Context: an optimization exercise on an open-source flow, tuned for small area and a short achievable clock period. The choices shown serve that exercise and are no tape-out recipe. In this exercise RTL edits were held to simulation tests only and were not proved equivalent to the original. Power is estimated from default activity; no workload was simulated.

oak:
==> flow/design.v <==
module rdm630_core (
    input  wire         clk,
    input  wire         rst,         
    input  wire         rx_valid,
    input  wire [7:0]   rx_data,
    output wire         rx_ready,
    input  wire         eval,
    output wire         res_valid,
    output wire [1:0]   res,
    output wire         fvalid,
    output wire [111:0] frame,
    output wire         xst,
    output wire [39:0]  card,
    output wire [7:0]   csum,
    output wire [7:0]   p6
);
    localparam [7:0] START_B = 8'h02;
    localparam [7:0] END_B   = 8'h03;
    reg [4:0]   cursor;      
    reg         in_frame;
    reg         ok;          
    reg [111:0] sr;          
    reg [111:0] frame_q;     
    reg         fvalid_q;
    wire full = cursor[4];                   
    assign rx_ready = !full && !rst;
    wire fire     = rx_valid && rx_ready;
    wire mark;
    rdm630_mark u_mark (
        .d    (rx_data[7:1]),
        .mark (mark)
    );
    wire is_start = mark && !rx_data[0];
    wire is_end   = mark &&  rx_data[0];
    wire is_hex   = ((rx_data >= 8'h30) && (rx_data <= 8'h39)) ||
                    ((rx_data >= 8'h41) && (rx_data <= 8'h46));
    wire st    = fire && is_start;               
    wire app   = fire && in_frame && !is_start;  
    wire c13 = (cursor == 5'd13);
    wire c14 = (cursor == 5'd14);
    wire c15 = (cursor >= 5'd15);
    wire [4:0] cursor_rx   = st ? 5'd1 : app ? cursor + 5'd1 : cursor;
    wire       in_frame_rx = st ? 1'b1 : (app && is_end) ? 1'b0 : in_frame;
    wire       ok_rx       = st ? 1'b1 :
                             app ? (ok && (c13 ? is_end : is_hex)) : ok;
    wire shift = fire && (in_frame || is_start);
    wire [111:0] sr_next = ({112{shift}}  & {sr[103:0], rx_data}) |
                           ({112{!shift}} & sr);
    wire do_eval = eval && !rst;
    wire apnd  = in_frame && !full;                  
    wire [1:0] r0 = c15 ? 2'd3 : c14 ? (ok ? 2'd1 : 2'd2) : 2'd0;
    wire [1:0] ra = (c14 || c15) ? 2'd3 : c13 ? 2'd2 : 2'd0;   
    wire [1:0] re = (c14 || c15) ? 2'd3 : c13 ? (ok ? 2'd1 : 2'd2) : 2'd0;
    wire [1:0] pn = apnd ? ra : r0;
    wire [1:0] pe = apnd ? re : r0;
    wire [1:0] ps = full ? r0 : 2'd0;
    assign res_valid = do_eval;
    rdm630_res u_res (
        .rx_valid (rx_valid),
        .mark     (mark),
        .d0       (rx_data[0]),
        .r0       (r0),
        .pn       (pn),
        .pe       (pe),
        .ps       (ps),
        .res      (res)
    );
    wire cap  = do_eval && (cursor_rx == 5'd14);
    wire over = do_eval && (cursor_rx >  5'd14);
    always @(posedge clk) begin
        if (rst) begin
            cursor   <= 5'd0;
            in_frame <= 1'b0;
            fvalid_q <= 1'b0;
            ok       <= 1'b0;
        end else begin
            in_frame <= in_frame_rx;
            if (cap || over) begin
                cursor   <= 5'd0;
                ok       <= 1'b0;
                fvalid_q <= cap && ok_rx;
            end else begin
                cursor   <= cursor_rx;
                ok       <= ok_rx;
            end
        end
    end
    always @(posedge clk) begin
        sr <= sr_next;
        if (cap)
            frame_q <= sr_next;
    end
    assign fvalid = fvalid_q;
    assign xst    = !fvalid_q;
    assign frame  = frame_q;
    rdm630_xtr u_xtr (
        .frame (frame_q),
        .card  (card),
        .csum  (csum),
        .p6    (p6)
    );
endmodule
module rdm630_res (
    input  wire       rx_valid,
    input  wire       mark,        
    input  wire       d0,
    input  wire [1:0] r0,
    input  wire [1:0] pn,
    input  wire [1:0] pe,
    input  wire [1:0] ps,
    output wire [1:0] res
);
    wire [1:0] res_mark  = !rx_valid ? r0 : d0 ? pe : ps;
    wire [1:0] res_other = !rx_valid ? r0 : pn;
    assign res = mark ? res_mark : res_other;
endmodule
module rdm630_xtr (
    input  wire [111:0] frame,
    output wire [39:0]  card,
    output wire [7:0]   csum,
    output wire [7:0]   p6
);
    function [3:0] hexval;
        input [7:0] c;
        begin
            hexval = {c[3] | c[6],
                      c[2] | (c[6] & c[1] & c[0]),
                      c[1] ^ (c[6] & c[0]),
                      c[0] ^ c[6]};
        end
    endfunction
    wire [7:0] pair [0:5];
    genvar g;
    generate
        for (g = 0; g < 6; g = g + 1) begin : g_pair
            assign pair[g] = {hexval(frame[111-8*(1+2*g) -: 8]),
                              hexval(frame[111-8*(2+2*g) -: 8])};
        end
        for (g = 0; g < 5; g = g + 1) begin : g_card
            assign card[39-8*g -: 8] = pair[g];
        end
    endgenerate
    assign csum = pair[0] ^ pair[1] ^ pair[2] ^ pair[3] ^ pair[4];
    assign p6   = pair[5];
endmodule
module rdm630_mark (
    input  wire [7:1] d,
    output wire       mark
);
    assign mark = (d == 7'b0000001);
endmodule
export LEC_CHECK = 0
export CAP_MARGIN = 20
export CORE_MARGIN = 2
export CORE_UTILIZATION = 70
export CTS_BUF_LIST = sky130_fd_sc_hd__clkbuf_16
export CTS_CLUSTER_DIAMETER = 80
export CTS_CLUSTER_SIZE = 30
export PLACE_DENSITY = 0.85
export SETUP_SLACK_MARGIN = 5
export SLEW_MARGIN = 20
export SYNTH_HIERARCHICAL = 1
export SYNTH_MINIMUM_KEEP_SIZE = 0
create_clock -name core_clock -period 10.0 [get_ports {clk}]
standard.sh (not shown) runs the stock make flow with config.mk's settings and CLKGATE_MAP_FILE= SYNTH_SCRIPT=/design/flow/synth_recipe.tcl, a recipe that flattens the netlist after the stock synthesis.
==> flow/flow/run.sh <==
#!/bin/bash
set -euo pipefail
bash standard.sh \
    "SYNTH_SCRIPT=$PWD/flow/my_synth.tcl" \
    "BUFFER_PORTS_ARGS=-buffer_cell sky130_fd_sc_hd__buf_1" \
    "PRE_IO_PLACEMENT_TCL=$PWD/flow/io.tcl" \
    SETUP_SLACK_MARGIN=5.35 \
    finish > flow_make.log 2>&1
==> flow/flow/io.tcl <==
# Pin placement constraint: the ports on the input-to-output paths (the
# byte input, the strobes and reset, and the outputs combinational in
# them) are kept together on one stretch of the left edge, so that those
# paths need no long wires.
set_io_pin_constraint -region left:30-90 -pin_names {
  rx_valid rx_data[0] rx_data[1] rx_data[2] rx_data[3] rx_data[4]
  rx_data[5] rx_data[6] rx_data[7] eval rst
  res[0] res[1] res_valid rx_ready
}
==> flow/flow/my_synth.tcl <==
# The standard flow's synthesis script (synth_recipe.tcl) with one change: after ABC has
# mapped every module, three combinational modules (rdm630_mark and
# rdm630_res, on the input-to-output path, and the extractor rdm630_xtr)
# are replaced by the hand-mapped netlists in hand_cells.v, which implement
# the same functions; then the design is flattened and written as the standard flow's
# script does. The registers, all in the top module, are untouched.
proc synth {args} { yosys synth -nofsm -noshare {*}$args }
source $::env(SCRIPTS_DIR)/synth.tcl
delete rdm630_mark rdm630_res rdm630_xtr
read_verilog [file join [file dirname [info script]] hand_cells.v]
hierarchy -top $::env(DESIGN_NAME)
tee -o $::env(REPORTS_DIR)/synth_stat_hand.txt stat {*}$lib_args
# left out here: clear keep_hierarchy, flatten, clean up, hide names made inside functions, write 1_2_yosys.v
Other scripts of this flow, unchanged in this note and not shown: flow/flow/hand_cells.v
oak reached the final stage; the timing, design-rule and antenna checks on its layout passed.
The inputs of pine differ from those of oak as listed below.
# oak
export LEC_CHECK = 0
export CAP_MARGIN = 20
export CORE_MARGIN = 2
export CORE_UTILIZATION = 70
export CTS_BUF_LIST = sky130_fd_sc_hd__clkbuf_16
export CTS_CLUSTER_DIAMETER = 80
export CTS_CLUSTER_SIZE = 30
export PLACE_DENSITY = 0.85
export SETUP_SLACK_MARGIN = 5
export SLEW_MARGIN = 20
export SYNTH_HIERARCHICAL = 1
export SYNTH_MINIMUM_KEEP_SIZE = 0
create_clock -name core_clock -period 10.0 [get_ports {clk}]
# pine
export LEC_CHECK = 0
export CAP_MARGIN = 20
export CORE_MARGIN = 2
export CORE_UTILIZATION = 60
export CTS_BUF_LIST = sky130_fd_sc_hd__clkbuf_16
export CTS_CLUSTER_DIAMETER = 80
export CTS_CLUSTER_SIZE = 30
export PLACE_DENSITY = 0.8
export SETUP_SLACK_MARGIN = 5
export SLEW_MARGIN = 20
export SYNTH_HIERARCHICAL = 1
export SYNTH_MINIMUM_KEEP_SIZE = 0
create_clock -name core_clock -period 10.0 [get_ports {clk}]
pine | stages: all done | timing, DRC, antenna: all pass
Relative to oak, the die area measured on pine has increased by more than 10%.
Cmp pine and oak / clock tree cell share of total cell area / higher: pine
Summary of pine over oak: number of DRC violations after detailed-routing iteration 0 climbed 34; design area climbed 1.6%; via count climbed about 0.7%.
When pine is measured against oak, its final core utilization turns out 10 points lower.
Re length in cells of the worst reg-to-reg path: pine is 2 up on oak.
When the final numbers for pine and oak were put side by side, the final critical-path required period turned out to be smaller in oak.
The post-route clock period utilization in pine sits 0.65 points above the value recorded for oak.
diff inputs: pine => birch
==> flow/flow/run.sh <==
#!/bin/bash
set -euo pipefail
bash standard.sh \
    "SYNTH_SCRIPT=$PWD/flow/my_synth.tcl" \
    "BUFFER_PORTS_ARGS=-buffer_cell sky130_fd_sc_hd__buf_1" \
    SETUP_SLACK_MARGIN=5.35 \
    finish > flow_make.log 2>&1
removed: flow/flow/io.tcl
Notes after the runs:
Every stage of the flow completed for birch, and the final layout passed the timing, design-rule and antenna checks.
Compared with pine, birch shows portion of the clock cycle consumed by the worst path in the final layout lower by 0.66 points.
Layout overhead on the synthesized area | birch below pine
Min register-to-register slack across pine and birch: pine
birch ends up with lower clock-cell share of area than pine does.
pine has lower first-iteration DRC count than birch.
Taking pine as the reference, in birch count of buffers not belonging to the clock network in the layout increased about 1%, worst endpoint data arrival time decreased 70 ps.
--- input diff birch..maple ---
# birch
export LEC_CHECK = 0
export CAP_MARGIN = 20
export CORE_MARGIN = 2
export CORE_UTILIZATION = 60
export CTS_BUF_LIST = sky130_fd_sc_hd__clkbuf_16
export CTS_CLUSTER_DIAMETER = 80
export CTS_CLUSTER_SIZE = 30
export PLACE_DENSITY = 0.8
export SETUP_SLACK_MARGIN = 5
export SLEW_MARGIN = 20
export SYNTH_HIERARCHICAL = 1
export SYNTH_MINIMUM_KEEP_SIZE = 0
create_clock -name core_clock -period 10.0 [get_ports {clk}]
# maple
export LEC_CHECK = 0
export CAP_MARGIN = 20
export CORE_MARGIN = 2
export CORE_UTILIZATION = 70
export CTS_BUF_LIST = sky130_fd_sc_hd__clkbuf_16
export CTS_CLUSTER_DIAMETER = 50
export CTS_CLUSTER_SIZE = 36
export PLACE_DENSITY = 0.85
export SETUP_SLACK_MARGIN = 5
export SLEW_MARGIN = 20
export SYNTH_HIERARCHICAL = 1
export SYNTH_MINIMUM_KEEP_SIZE = 0
create_clock -name core_clock -period 10.0 [get_ports {clk}]
-- flow/flow/run.sh --
<<< birch, line 5
    "BUFFER_PORTS_ARGS=-buffer_cell sky130_fd_sc_hd__buf_1" \
    SETUP_SLACK_MARGIN=5.35 \
>>> maple, line 5
    "BUFFER_PORTS_ARGS=-buffer_cell sky130_fd_sc_hd__buf_1" \
    "PRE_IO_PLACEMENT_TCL=$PWD/flow/io.tcl" \
    SETUP_SLACK_MARGIN=5.35 \
==> flow/flow/io.tcl (new file) <==
# Pin placement constraint: the ports on the input-to-output paths (the
# byte input, the strobes and reset, and the outputs combinational in
# them) are kept together on one stretch of the left edge, so that those
# paths need no long wires.
set_io_pin_constraint -region left:30-90 -pin_names {
  rx_valid rx_data[0] rx_data[1] rx_data[2] rx_data[3] rx_data[4]
  rx_data[5] rx_data[6] rx_data[7] eval rst
  res[0] res[1] res_valid rx_ready
}
[summary]
The capturing instance or port of the critical path comes out res[1] in one run and res[0] in the other, namely in maple and birch respectively.
From birch to maple the numbers moved as follows: filler cell count went down about 37%; hold slack now sits at about the same level; final core utilization went up 13 points; switching part of the total power went up by 2.3 points; wire length went up 12%.
Startpoint of the most critical setup path: rx_data[1] -> birch, rx_data[0] -> maple
Comparing birch and maple, the lower first-pass GRT wire length was measured on birch.
Compared with birch, in maple ratio of routed vias to standard cells +about 8%; number of nets in the finished design grew by 0.39%.
[inputs] cedar vs maple
# maple
export LEC_CHECK = 0
export CAP_MARGIN = 20
export CORE_MARGIN = 2
export CORE_UTILIZATION = 70
export CTS_BUF_LIST = sky130_fd_sc_hd__clkbuf_16
export CTS_CLUSTER_DIAMETER = 50
export CTS_CLUSTER_SIZE = 36
export PLACE_DENSITY = 0.85
export SETUP_SLACK_MARGIN = 5
export SLEW_MARGIN = 20
export SYNTH_HIERARCHICAL = 1
export SYNTH_MINIMUM_KEEP_SIZE = 0
create_clock -name core_clock -period 10.0 [get_ports {clk}]
# cedar
export LEC_CHECK = 0
export CAP_MARGIN = 20
export CORE_MARGIN = 2
export CORE_UTILIZATION = 60
export CTS_BUF_LIST = sky130_fd_sc_hd__clkbuf_16
export CTS_CLUSTER_DIAMETER = 80
export CTS_CLUSTER_SIZE = 30
export PLACE_DENSITY = 0.8
export SETUP_SLACK_MARGIN = 5
export SLEW_MARGIN = 20
export SYNTH_HIERARCHICAL = 1
export SYNTH_MINIMUM_KEEP_SIZE = 0
create_clock -name core_clock -period 10.0 [get_ports {clk}]
==> flow/flow/run.sh <==
#!/bin/bash
set -euo pipefail
bash standard.sh \
    "SYNTH_SCRIPT=$PWD/flow/my_synth.tcl" \
    "BUFFER_PORTS_ARGS=-buffer_cell sky130_fd_sc_hd__buf_1" \
    SETUP_SLACK_MARGIN=5.35 \
    finish > flow_make.log 2>&1
-- flow/flow/my_synth.tcl --
<<< maple, line 7
proc synth {args} { yosys synth -nofsm -noshare {*}$args }
source $::env(SCRIPTS_DIR)/synth.tcl
>>> cedar, line 7
proc synth {args} { yosys synth -nofsm -noshare {*}$args }
# ABC runs yosys's own default script (without ORFS's -script and -D).
proc abc {args} {
  set i [lsearch -exact $args -script]
  set args [lreplace $args $i [expr {$i + 1}]]
  set j [lsearch -exact $args -D]
  if {$j >= 0} { set args [lreplace $args $j [expr {$j + 1}]] }
  yosys abc {*}$args
}
source $::env(SCRIPTS_DIR)/synth.tcl
removed: flow/flow/io.tcl
Notes after the runs:
Having completed the whole flow, maple delivered a layout that passed the timing, design-rule and antenna checks. Having completed the whole flow, cedar delivered a layout that passed the timing, design-rule and antenna checks. Re number of global-route vias before repair: maple and cedar aren't equal, and the lower value belongs to cedar. Compared with maple, wire length of the first global-routing pass in cedar decreased by more than 10%. Endpoint of the most critical setup path: res[1] -> maple, res[0] -> cedar. Between maple and cedar, the die width is lower for maple. Number of cells in the design after placement ends up lower on maple. Relative to maple, placed wire-length estimate has decreased by about 7% in cedar. On final standard cell count with taps included and fillers excluded: between maple and cedar, it ends up lower for maple. Design area: cedar < maple. [diff] maximum frequency, cedar relative to maple: regression.

## static timing again, ports no longer ideal
In the flow no input, the clock included, has a driving cell. The finished layouts below were timed again as built, in two steps. Step 1, drivers: a clkbuf_16 drives clk and a buf_2 each remaining input, both assumed. Step 2 also shifts input and output timing later by t, the mid clock arrival at the registers, as if the neighbouring blocks saw the same clock. Slacks: no drivers / after step 1 / after step 2; pairs: no drivers / after step 1.
run | t, ns | setup slack, ns | hold slack, ns | pins driven straight from the clock port
oak | 0.489 | 5.264 / 5.216 / 5.011 | 0.478 / 0.478 / 0.478 | 1
pine | 0.506 | 5.199 / 5.171 / 4.987 | 0.480 / 0.480 / 0.480 | 1
birch | 0.495 | 5.265 / 5.228 / 5.075 | 0.472 / 0.472 / 0.472 | 1
maple | 0.514 | 5.246 / 5.222 / 4.977 | 0.473 / 0.473 / 0.473 | 1
cedar | 0.490 | 5.188 / 5.147 / 5.036 | 0.486 / 0.486 / 0.486 | 1
After both steps setup and hold are still met in every run listed. For maple, which loses most, drivers alone change the setup slack by -0.024 ns; drivers and shift together by -0.269 ns.
